Background: an optimization exercise with open tools, aiming at small area, a short achievable clock period and few clock cycles. Do not read the settings as production practice. In this exercise RTL edits were held to simulation tests only and were not proved equivalent to the original. Power and IR drop assume default switching activity.

**flow/config.mk**
```make
export PLATFORM = sky130hd
export DESIGN_NAME = its_block
export DESIGN_NICKNAME = its_block
export VERILOG_FILES = /design/flow/design.v
export SDC_FILE = /design/flow/constraint.sdc
export NUM_CORES = 4
export LEC_CHECK = 0
export CAP_MARGIN = 20
export CORE_MARGIN = 2
export CORE_UTILIZATION = 40
export SLEW_MARGIN = 20
```
**flow/constraint.sdc**
```tcl
create_clock -name core_clock -period 10.0 [get_ports {clk}]
set_input_delay 2.0000 -clock core_clock [delete_from_list [all_inputs] [get_ports {clk}]]
set_output_delay 2.0000 -clock core_clock [all_outputs]
set_load 0.01 [all_outputs]
```
**flow/design.v**
```verilog
module its_block (
    input  wire         clk,
    input  wire         rst,         
    input  wire         req_valid,
    output wire         req_ready,
    input  wire [31:0]  req_word,    
    output reg          resp_valid,
    output reg  [31:0]  resp_word,   
    output reg  [191:0] rec,         
    input  wire         tick,
    input  wire [3:0]   ch_pins,
    output wire         mem_rd,
    output reg  [9:0]   mem_addr,
    input  wire [7:0]   mem_rdata
);
    localparam integer N         = 12;           
    localparam [9:0]   CH_LAST   = 24 * N - 1;   
    localparam [9:0]   MSG_BASE  = 24 * N;       
    localparam [9:0]   SCAN_LAST = 10'd253;      
    localparam [7:0]   ESC       = 8'h18;
    localparam [7:0] ST_OK     = 8'h00;
    localparam [7:0] ST_CRCMIS = 8'h01;
    localparam [7:0] ST_INVMSG = 8'h02;
    localparam [7:0] ST_INVOP  = 8'h03;
    localparam [7:0] OP_NOP      = 8'h00, OP_TMASK  = 8'h01, OP_TUNMASK = 8'h02,
                     OP_ERRRD    = 8'h03, OP_ERRCLR = 8'h04, OP_STATRD  = 8'h05,
                     OP_CRCCLR   = 8'h10, OP_CRCBYTE = 8'h11, OP_CRCRD  = 8'h12,
                     OP_CRCCHAN  = 8'h13, OP_CRCMSG = 8'h14, OP_CRCCMPC = 8'h15,
                     OP_CRCCMPM  = 8'h16, OP_MSGCHK = 8'h17,
                     OP_LDW      = 8'h20, OP_LDM    = 8'h21, OP_LDE     = 8'h22,
                     OP_RDW      = 8'h23, OP_RDM    = 8'h24, OP_RDE     = 8'h25,
                     OP_TINIT    = 8'h26, OP_ARMM   = 8'h27, OP_EDGE    = 8'h28,
                     OP_SELIDX   = 8'h30, OP_SELACT = 8'h31, OP_SELNEXT = 8'h32,
                     OP_CHLATCH  = 8'h33, OP_CHCMD  = 8'h34, OP_CHRD    = 8'h35;
    localparam [2:0] S_IDLE   = 3'd0,    
                     S_CHAN   = 3'd1,    
                     S_HDR    = 3'd2,    
                     S_SCAN   = 3'd3,    
                     S_MCRC   = 3'd4,    
                     S_SEL5   = 3'd5,    
                     S_SELREC = 3'd6;    
    function [15:0] crc_step;
        input [15:0] c;
        input [7:0]  b;
        integer k;
        reg [15:0] t;
        begin
            t = c ^ {b, 8'h00};
            for (k = 0; k < 8; k = k + 1)
                t = t[15] ? ((t << 1) ^ 16'h1021) : (t << 1);
            crc_step = t;
        end
    endfunction
    reg [15:0] crc_acc;
    reg        err_flag;
    reg        msg_valid;
    reg [15:0] wait_t;
    reg [15:0] msg_t;
    reg [15:0] elem_t;
    reg [15:0] elem_rl;
    reg [15:0] dly_rl;
    reg        edge_flag;
    reg        tick_mask;
    reg        tick_pending;
    reg [3:0]  ch_base;
    reg [3:0]  ch_delta;
    reg        reload_req;
    wire [3:0] ch_active = ch_base + ch_delta;
    reg [2:0]  st;
    reg        ph;           
    reg [9:0]  cnt;          
    reg [7:0]  op_r;
    reg [15:0] v_r;
    reg [31:0] hdr;          
    reg [7:0]  prev;         
    reg [7:0]  term_len;     
    reg [3:0]  sel_c;        
    reg [3:0]  sel_c2;       
    reg        sel_fb;
    reg        r5_ff;        
    assign req_ready = (st == S_IDLE);
    assign mem_rd    = (st != S_IDLE) && !ph;
    wire accept = req_valid && req_ready;
    wire [7:0]  q_op = req_word[31:24];
    wire [7:0]  q_a  = req_word[23:16];
    wire [15:0] q_v  = req_word[15:0];
    reg known, uses_a, uses_v;
    always @* begin
        uses_a = (q_op == OP_CRCBYTE) || (q_op == OP_SELIDX) || (q_op == OP_CHCMD);
        uses_v = (q_op == OP_CRCCMPC) || (q_op == OP_CRCCMPM) || (q_op == OP_LDW) ||
                 (q_op == OP_LDM) || (q_op == OP_LDE);
        known  = (q_op <= 8'h05) ||
                 (q_op >= 8'h10 && q_op <= 8'h17) ||
                 (q_op >= 8'h20 && q_op <= 8'h28) ||
                 (q_op >= 8'h30 && q_op <= 8'h35);
    end
    wire q_legal = known && (uses_a || q_a == 8'h00) && (uses_v || q_v == 16'h0000);
    wire        tick_do   = tick && !tick_mask;
    wire [15:0] wait_tk   = (tick_do && wait_t != 16'd0) ? wait_t - 16'd1 : wait_t;
    wire [15:0] msg_tk    = (tick_do && msg_t  != 16'd0) ? msg_t  - 16'd1 : msg_t;
    wire [15:0] elem_dec  = (tick_do && elem_t != 16'd0) ? elem_t - 16'd1 : elem_t;
    wire        elem_fire = tick_do && (elem_dec == 16'd0);
    wire [15:0] elem_tk   = elem_fire ? elem_rl : elem_dec;
    wire        edge_tk   = edge_flag || elem_fire;
    wire        pend_tk   = tick_pending || (tick && tick_mask);
    wire [15:0] wait_un   = (wait_tk != 16'd0) ? wait_tk - 16'd1 : wait_tk;
    wire [15:0] msg_un    = (msg_tk  != 16'd0) ? msg_tk  - 16'd1 : msg_tk;
    wire [15:0] elem_undc = (elem_tk != 16'd0) ? elem_tk - 16'd1 : elem_tk;
    wire        elem_unf  = (elem_undc == 16'd0);
    wire [15:0] elem_un   = elem_unf ? elem_rl : elem_undc;
    wire [15:0] stat_word = {4'd0, ch_active, (msg_tk == 16'd0), (wait_tk == 16'd0),
                             pend_tk, tick_mask, reload_req, msg_valid, err_flag, edge_tk};
    wire [3:0]  cmd_code = q_a[7:4];
    wire [3:0]  cmd_k    = q_a[3:0];
    reg  [7:0]  sel_idx;
    always @* begin
        case (q_op)
            OP_SELIDX: sel_idx = q_a;
            OP_SELACT: sel_idx = {4'd0, ch_active};
            default:   sel_idx = {4'd0, ch_active + 4'd1};
        endcase
    end
    wire [7:0] sel_mod = sel_idx % N;
    always @* begin
        case (st)
            S_CHAN:   mem_addr = cnt;
            S_SEL5:   mem_addr = sel_c  * 10'd24 + cnt;
            S_SELREC: mem_addr = sel_c2 * 10'd24 + cnt;
            default:  mem_addr = MSG_BASE + cnt;
        endcase
    end
    wire [15:0] crc_next  = crc_step(crc_acc, mem_rdata);
    wire [15:0] hdr_dur   = hdr[31:16];
    wire [15:0] hdr_dly   = hdr[15:0];
    wire        dur_ok    = (hdr_dur != 16'hFFFF);
    wire        term_hit  = (cnt != 10'd14) && (prev == ESC) && (mem_rdata[7:4] == 4'hF);
    task respond;
        input [7:0]  status;
        input [7:0]  aux;
        input [15:0] value;
        begin
            resp_valid <= 1'b1;
            resp_word  <= {status, aux, value};
        end
    endtask
    always @(posedge clk) begin
        if (rst) begin
            crc_acc      <= 16'd0;
            err_flag     <= 1'b0;
            msg_valid    <= 1'b0;
            wait_t       <= 16'd0;
            msg_t        <= 16'd0;
            elem_t       <= 16'd0;
            elem_rl      <= 16'd0;
            dly_rl       <= 16'd0;
            edge_flag    <= 1'b0;
            tick_mask    <= 1'b1;
            tick_pending <= 1'b0;
            ch_base      <= 4'd0;
            ch_delta     <= 4'd0;
            reload_req   <= 1'b1;
            st           <= S_IDLE;
            ph           <= 1'b0;
            cnt          <= 10'd0;
            op_r         <= 8'd0;
            v_r          <= 16'd0;
            resp_valid   <= 1'b0;
            resp_word    <= 32'd0;
        end else begin
            resp_valid <= 1'b0;
            wait_t       <= wait_tk;
            msg_t        <= msg_tk;
            elem_t       <= elem_tk;
            edge_flag    <= edge_tk;
            tick_pending <= pend_tk;
            case (st)
            S_IDLE: if (accept) begin
                op_r <= q_op;
                v_r  <= q_v;
                ph   <= 1'b0;
                if (!q_legal) begin
                    respond(ST_INVOP, 8'd0, 16'd0);
                end else begin
                    case (q_op)
                    OP_NOP:     respond(ST_OK, 8'd0, 16'd0);
                    OP_TMASK: begin
                        tick_mask <= 1'b1;
                        respond(ST_OK, 8'd0, 16'd0);
                    end
                    OP_TUNMASK: begin
                        tick_mask <= 1'b0;
                        if (pend_tk) begin
                            tick_pending <= 1'b0;
                            wait_t       <= wait_un;
                            msg_t        <= msg_un;
                            elem_t       <= elem_un;
                            edge_flag    <= edge_tk || elem_unf;
                        end
                        respond(ST_OK, 8'd0, {15'd0, pend_tk});
                    end
                    OP_ERRRD:   respond(ST_OK, 8'd0, {15'd0, err_flag});
                    OP_ERRCLR: begin
                        err_flag <= 1'b0;
                        respond(ST_OK, 8'd0, {15'd0, err_flag});
                    end
                    OP_STATRD:  respond(ST_OK, 8'd0, stat_word);
                    OP_CRCCLR: begin
                        crc_acc <= 16'd0;
                        respond(ST_OK, 8'd0, 16'd0);
                    end
                    OP_CRCBYTE: begin
                        crc_acc <= crc_step(crc_acc, q_a);
                        respond(ST_OK, 8'd0, crc_step(crc_acc, q_a));
                    end
                    OP_CRCRD:   respond(ST_OK, 8'd0, crc_acc);
                    OP_CRCCHAN, OP_CRCCMPC: begin
                        crc_acc <= 16'd0;
                        cnt     <= 10'd0;
                        st      <= S_CHAN;
                    end
                    OP_CRCMSG, OP_CRCCMPM: begin
                        cnt <= 10'd14;
                        st  <= S_SCAN;
                    end
                    OP_MSGCHK, OP_TINIT: begin
                        cnt <= 10'd2;
                        st  <= S_HDR;
                    end
                    OP_LDW: begin
                        wait_t <= q_v;
                        respond(ST_OK, 8'd0, q_v);
                    end
                    OP_LDM: begin
                        msg_t <= q_v;
                        respond(ST_OK, 8'd0, q_v);
                    end
                    OP_LDE: begin
                        elem_rl <= q_v;
                        elem_t  <= q_v;
                        respond(ST_OK, 8'd0, q_v);
                    end
                    OP_RDW:     respond(ST_OK, 8'd0, wait_tk);
                    OP_RDM:     respond(ST_OK, 8'd0, msg_tk);
                    OP_RDE:     respond(ST_OK, 8'd0, elem_tk);
                    OP_ARMM: begin
                        msg_t <= dly_rl;
                        respond(ST_OK, 8'd0, dly_rl);
                    end
                    OP_EDGE: begin
                        edge_flag <= 1'b0;
                        respond(ST_OK, 8'd0, {15'd0, edge_tk});
                    end
                    OP_SELIDX, OP_SELACT, OP_SELNEXT: begin
                        sel_c <= sel_mod[3:0];
                        r5_ff <= 1'b1;
                        cnt   <= 10'd20;
                        st    <= S_SEL5;
                    end
                    OP_CHLATCH: begin
                        ch_base    <= ch_pins;
                        reload_req <= 1'b1;
                        respond(ST_OK, 8'd0, {3'd0, 1'b1, ch_pins + ch_delta, ch_delta, ch_pins});
                    end
                    OP_CHCMD: begin
                        case (cmd_code)
                        4'hC: begin
                            ch_base    <= cmd_k;
                            ch_delta   <= 4'd0;
                            reload_req <= 1'b1;
                            respond(ST_OK, 8'd3, {3'd0, 1'b1, cmd_k, 4'd0, cmd_k});
                        end
                        4'hB: begin
                            ch_delta   <= ch_delta + cmd_k;
                            reload_req <= 1'b1;
                            respond(ST_OK, 8'd3, {3'd0, 1'b1, ch_base + ch_delta + cmd_k,
                                                  ch_delta + cmd_k, ch_base});
                        end
                        4'h9: begin
                            if (ch_delta > cmd_k) begin
                                ch_delta   <= 4'd0;
                                reload_req <= 1'b1;
                                respond(ST_OK, 8'd3, {3'd0, 1'b1, ch_base, 4'd0, ch_base});
                            end else begin
                                respond(ST_OK, 8'd1, {3'd0, reload_req, ch_active, ch_delta, ch_base});
                            end
                        end
                        default:
                            respond(ST_OK, 8'd0, {3'd0, reload_req, ch_active, ch_delta, ch_base});
                        endcase
                    end
                    OP_CHRD:    respond(ST_OK, 8'd0, {3'd0, reload_req, ch_active, ch_delta, ch_base});
                    default:    respond(ST_INVOP, 8'd0, 16'd0);
                    endcase
                end
            end
            S_CHAN: begin
                ph <= ~ph;
                if (ph) begin
                    crc_acc <= crc_next;
                    cnt     <= cnt + 10'd1;
                    if (cnt == CH_LAST) begin
                        st <= S_IDLE;
                        if (op_r == OP_CRCCMPC && crc_next != v_r) begin
                            err_flag <= 1'b1;
                            respond(ST_CRCMIS, 8'd0, crc_next);
                        end else begin
                            respond(ST_OK, 8'd0, crc_next);
                        end
                    end
                end
            end
            S_HDR: begin
                ph <= ~ph;
                if (ph) begin
                    hdr <= {hdr[23:0], mem_rdata};
                    cnt <= cnt + 10'd1;
                    if (cnt == 10'd5) begin
                        cnt <= 10'd14;
                        st  <= S_SCAN;
                    end
                end
            end
            S_SCAN: begin
                ph <= ~ph;
                if (ph) begin
                    prev <= mem_rdata;
                    cnt  <= cnt + 10'd1;
                    if (term_hit || cnt == SCAN_LAST) begin
                        case (op_r)
                        OP_CRCMSG, OP_CRCCMPM: begin
                            if (term_hit) begin
                                term_len <= cnt[7:0] + 8'd1;
                                crc_acc  <= 16'd0;
                                cnt      <= 10'd0;
                                st       <= S_MCRC;
                            end else begin
                                if (op_r == OP_CRCCMPM)
                                    err_flag <= 1'b1;
                                st <= S_IDLE;
                                respond(ST_INVMSG, 8'd0, 16'd0);
                            end
                        end
                        OP_MSGCHK: begin
                            st        <= S_IDLE;
                            msg_valid <= term_hit && dur_ok;
                            respond((term_hit && dur_ok) ? ST_OK : ST_INVMSG,
                                    {6'd0, dur_ok, term_hit},
                                    term_hit ? {6'd0, cnt + 10'd1} : 16'd0);
                        end
                        default: begin   
                            st        <= S_IDLE;
                            msg_valid <= term_hit && dur_ok;
                            if (term_hit && dur_ok) begin
                                elem_rl   <= hdr_dur;
                                elem_t    <= hdr_dur;
                                dly_rl    <= hdr_dly;
                                edge_flag <= 1'b0;
                                respond(ST_OK, {6'd0, dur_ok, term_hit}, hdr_dur);
                            end else begin
                                respond(ST_INVMSG, {6'd0, dur_ok, term_hit}, hdr_dur);
                            end
                        end
                        endcase
                    end
                end
            end
            S_MCRC: begin
                ph <= ~ph;
                if (ph) begin
                    crc_acc <= crc_next;
                    cnt     <= cnt + 10'd1;
                    if (cnt[7:0] == term_len - 8'd1) begin
                        st <= S_IDLE;
                        if (op_r == OP_CRCCMPM && crc_next != v_r) begin
                            err_flag <= 1'b1;
                            respond(ST_CRCMIS, 8'd0, crc_next);
                        end else begin
                            respond(ST_OK, 8'd0, crc_next);
                        end
                    end
                end
            end
            S_SEL5: begin
                ph <= ~ph;
                if (ph) begin
                    r5_ff <= r5_ff && (mem_rdata == 8'hFF);
                    cnt   <= cnt + 10'd1;
                    if (cnt == 10'd23) begin
                        cnt <= 10'd0;
                        st  <= S_SELREC;
                        if (r5_ff && mem_rdata == 8'hFF) begin
                            sel_c2 <= 4'd0;
                            sel_fb <= 1'b1;
                        end else begin
                            sel_c2 <= sel_c;
                            sel_fb <= 1'b0;
                        end
                    end
                end
            end
            S_SELREC: begin
                ph <= ~ph;
                if (ph) begin
                    rec <= {rec[183:0], mem_rdata};
                    cnt <= cnt + 10'd1;
                    if (cnt == 10'd23) begin
                        st <= S_IDLE;
                        if (op_r == OP_SELACT)
                            reload_req <= 1'b0;
                        respond(ST_OK,
                                {6'd0, ({rec[23:0], mem_rdata} == 32'hFFFFFFFF), sel_fb},
                                {4'd0, sel_c, 4'd0, sel_c2});
                    end
                end
            end
            default: st <= S_IDLE;
            endcase
        end
    end
endmodule
```
**flow/run.sh**
```bash
#!/bin/bash
# synth_recipe.tcl (not shown) runs the flow's synth.tcl, then flattens the netlist and writes it again
# the make line also repeats each setting of config.mk as NAME=value (left out here)
make -C /OpenROAD-flow-scripts/flow DESIGN_CONFIG=/design/flow/config.mk WORK_HOME=/design/flow/orfs CLKGATE_MAP_FILE= SYNTH_SCRIPT=/design/flow/synth_recipe.tcl finish
```
==> impl_metrics.tcl <==
set metrics [dict create \
    finalWeightedCongestion 0.9801 \
    start_kind "input pin" \
    placedCellCount 3463 \
    endpoint_kind "flip-flop" \
    drive_above_1_share 0.07102 \
    n_antenna_cell 0 \
    endpoint "elem_t[7]" \
    hpwl_mm 71.56 \
    slew-limit-headroom 0.1597 \
    setup_viol 0 \
    yosysWarnings 1 \
    synth_area_leaders "edfxtp_1 32%, dfxtp_1 14%, a21oi_1 4.5%" \
    grt_pass1_wl_mm 139.3 \
    skew_ps 29.51 \
    crit_start "tick" \
    clkLatencyLatePin_ps 630 \
    die_y_um 246.6 \
    first_pass_iters 8 \
    rsz0062_at_grt "no" \
    numPortBuffers 272 \
    cts_buffers 48 \
    cts_resized 0 \
    drtIter0Drc 2834 \
    h-tree-depth 2 \
    power.switching_uw 1065 \
    cts.sinks 419 \
    hold_viol 0 \
    io_pins 285 \
    swShare 0.2546 \
    reg2reg_setup_slack_ps 3320 \
    rr_endpoint "elem_t[7]" \
    fmax_mhz 129.6 \
    status "timing/DRC/antenna clean" \
    cap_violations 0 \
    row_count 88 \
    grt_max_degree 193 \
    synth_cell_types 95 \
    crit_type "input pin to flip-flop" \
    yosysTopAreaCell "edfxtp_1" \
    antenna_found_initial 4 \
    drv_slew 0 \
    cts_max_path_buffers 3 \
    clkPwrFrac 0.463 \
    power.density_mw_per_mm2 145.0 \
    gr-usage-all-layers 0.3068 \
    routedWlPerCell_um 26.88 \
    die_area_mm2 0.06081 \
    setup_tns_ps 0 \
    syn-cell-area_mm2 0.02354 \
    synth_edf_count 250 \
    ys.flop_type "edfxtp_1" \
    syn_inst 2517 \
    async_flop_share 0 \
    p_int_uw 3119 \
    core_mm2 0.05792 \
    peakVddDrop_uv 122.7 \
    synth-seq-cells 419 \
    required_ps 10530 \
    cp.arrival_ps 8240 \
    fin_crit_ps 7716 \
    rr_startpoint "elem_t[0]" \
    dieWidth_um 246.6 \
    cts_setup_buffers 0 \
    initial_core_util 0.4065 \
    drc 0 \
    postCtsHoldBufs 0 \
    yosysSeqAreaShare 0.4626 \
    ff2ff_path_depth 18 \
    antenna_left 0 \
    hold_path_class "flip-flop to flip-flop" \
    tritoncts "done" \
    area_growth_pct 22.53 \
    fin_crit_sh 0.7716 \
    yosysTopAreaCellShare 0.3189 \
    root_buffer "clkbuf_16" \
    final_cells 3553 \
    grt_overflow 0 \
    seqPwrFrac 0.439 \
    num_vias 22120 \
    worstMarginPinSlew_ps 1249 \
    grt_pass1_vias 20600 \
    path_clk_slew_ps 70 \
    hold_start "rec[59]" \
    crit_fanout 14 \
    leakage_uw 0.01009 \
    routed_wl_mm 95.49 \
    comb_power_share 0.098 \
    finalNetCount 2852 \
    avgSynthCellArea_um2 9.353 \
    viasPerCell 6.225 \
]
-- cells in the final DEF (no fill, tap or decap), drive strengths merged, types with 25 or more instances in the layout --
cell	n
edfxtp	250
nand2	281
nor2	256
nand3	54
mux2i	44
a211oi	41
nor4	42
o21ai	123
nor3	74
a21oi	215
and2	31
ha	49
clkbuf	49
o22ai	28
clkdlybuf4s50	271
xor2	59
buf	62
dfxtp	169
inv	49
or3	25
a22oi	55
nand4	29
xnor2	100
-- stage by stage --
stage                     hold slack, ps  power (uW)  utilization  setup slack [ps]  area, um^2
final                              436.4        4184       0.4981              2284       28850
after global placement             429.0        2274       0.4673              1905       27070
after floorplan                    426.2        2133            -              2146       23590
after detailed placement           434.3        2272       0.4677              1779       27090
after CTS                          431.0        4205       0.4980              2418       28840
after global routing               437.4        4312       0.4981              1843       28850
-- layer usage --
metal / GRT usage / vias up / wire length, um
met5: 0 / - / 39
met3: 0.06253 / 284 / 9061
li1: - / 9819 / -
met1: 0.3924 / 10730 / 37230
met4: 0.1389 / 6 / 5032
met2: 0.4989 / 1281 / 44140
-- sequential cells by signal, summed over array words and instances (netlist names), 8 cells and up --
signal	count
rec	192
elem_rl	16
v_r	16
cnt	10
hdr	32
term_len	8
elem_t	16
resp_word	20
dly_rl	16
wait_t	16
msg_t	16
crc_acc	16
prev	8
op_r	8
-- critical path, cell delays in order --
cell             delay [ps]
clkdlybuf4s50_1         630
or3b_1                  430
or2_1                   330
nor4_2                  350
xnor2_1                 220
nand3_1                 470
nor2_1                  140
a221oi_1                850
ha_1                    360
nand2_1                  60
a41o_1                  250
a311o_1                 490
o21bai_1                280
o211ai_1                170
a2111oi_4               670
nand3_4                 250
a211oi_1                290
-- worst min-delay path by stage --
stage / depth (start not counted) / slack (ps) / to
2_1_floorplan: 0 / 430 / hdr[10]
3_3_place_gp: 0 / 430 / rec[99]
3_5_place_dp: 0 / 430 / rec[67]
4_1_cts: 0 / 430 / rec[67]
5_1_grt: 0 / 440 / rec[67]
6_report: 0 / 440 / rec[67]
-- cells in the mapped netlist, drive strengths merged, types with 8 or more instances --
cell	n
a2111oi	11
a211oi	41
a21boi	8
a21o	17
a21oi	215
a221oi	24
a222oi	14
a22o	8
a22oi	55
a311oi	16
a31oi	12
and2	31
and3	22
and4	9
buf	37
clkbuf	127
dfxtp	169
edfxtp	250
ha	49
inv	46
mux2i	44
nand2	281
nand2b	17
nand3	54
nand3b	9
nand4	29
nor2	256
nor2b	19
nor3	74
nor3b	12
nor4	42
o211ai	11
o21a	8
o21ai	123
o221ai	18
o22ai	28
o31ai	12
o32ai	11
or2	16
or3	25
or4	19
xnor2	100
xor2	59
-- cell families (layout without fill, tap and decap cells) --
logic type / after synthesis / after routing / share of synthesized area
and+or+nand+nor: 939 / 939 / 0.1955
AOI/OAI and AO/OA: 681 / 681 / 0.1904
buffers and inverters: 212 / 472 / 0.03837
other: 1 / 12 / 0.0001593
xor gates and xnor gates: 159 / 159 / 0.05947
DFF: 419 / 419 / 0.4626
muxes: 49 / 49 / 0.02110
adders and majority gates: 57 / 57 / 0.03242
-- final cells by class --
type	count	area, um^2
Fill cell	5406	29070
Multi-Input combinational cell	1897	11870
Clock inverter	41	546.8
Inverter	48	180.2
Timing Repair Buffer	334	3201
Clock buffer	49	1205
Sequential cell	419	10890
Tap cell	765	957.2
-- power by group through the flow --
stage / logic (uW) / clock network, uW / registers (uW)
6_report: 410 / 1940 / 1840
5_1_grt: 435 / 2040 / 1840
4_1_cts: 399 / 1970 / 1840
3_5_place_dp: 397 / 0 / 1880
3_3_place_gp: 398 / 0 / 1880
2_1_floorplan: 262 / 0 / 1870
Testbench counts, summed over its fixed seeds: cycles 210,891.

-- static timing again, ports no longer ideal --
The results above use ideal ports. As a check the final layout listed here was re-extracted and re-timed, cells and wires unchanged. Step 1: set_driving_cell puts a clkbuf_16 on clk and a buf_2 on each other input, an assumption about the parent block. Step 2 adds t to the input delays and takes it off the output delays; t is the mean of the earliest and latest rising clock arrival at the registers after step 1. Input paths then give back, and output paths get back, about the clock's delay inside the block. a / b / c = ideal ports / drivers / drivers and shift; a / b = the first two.
t, ns: 0.677
setup WS [ns]: 2.284 / 2.310 / 1.633
hold WS [ns]: 0.436 / 0.436 / 0.436
After both steps this run still meets setup and hold. For this run, drivers alone change the setup slack by +0.026 ns; drivers and shift together by -0.651 ns.
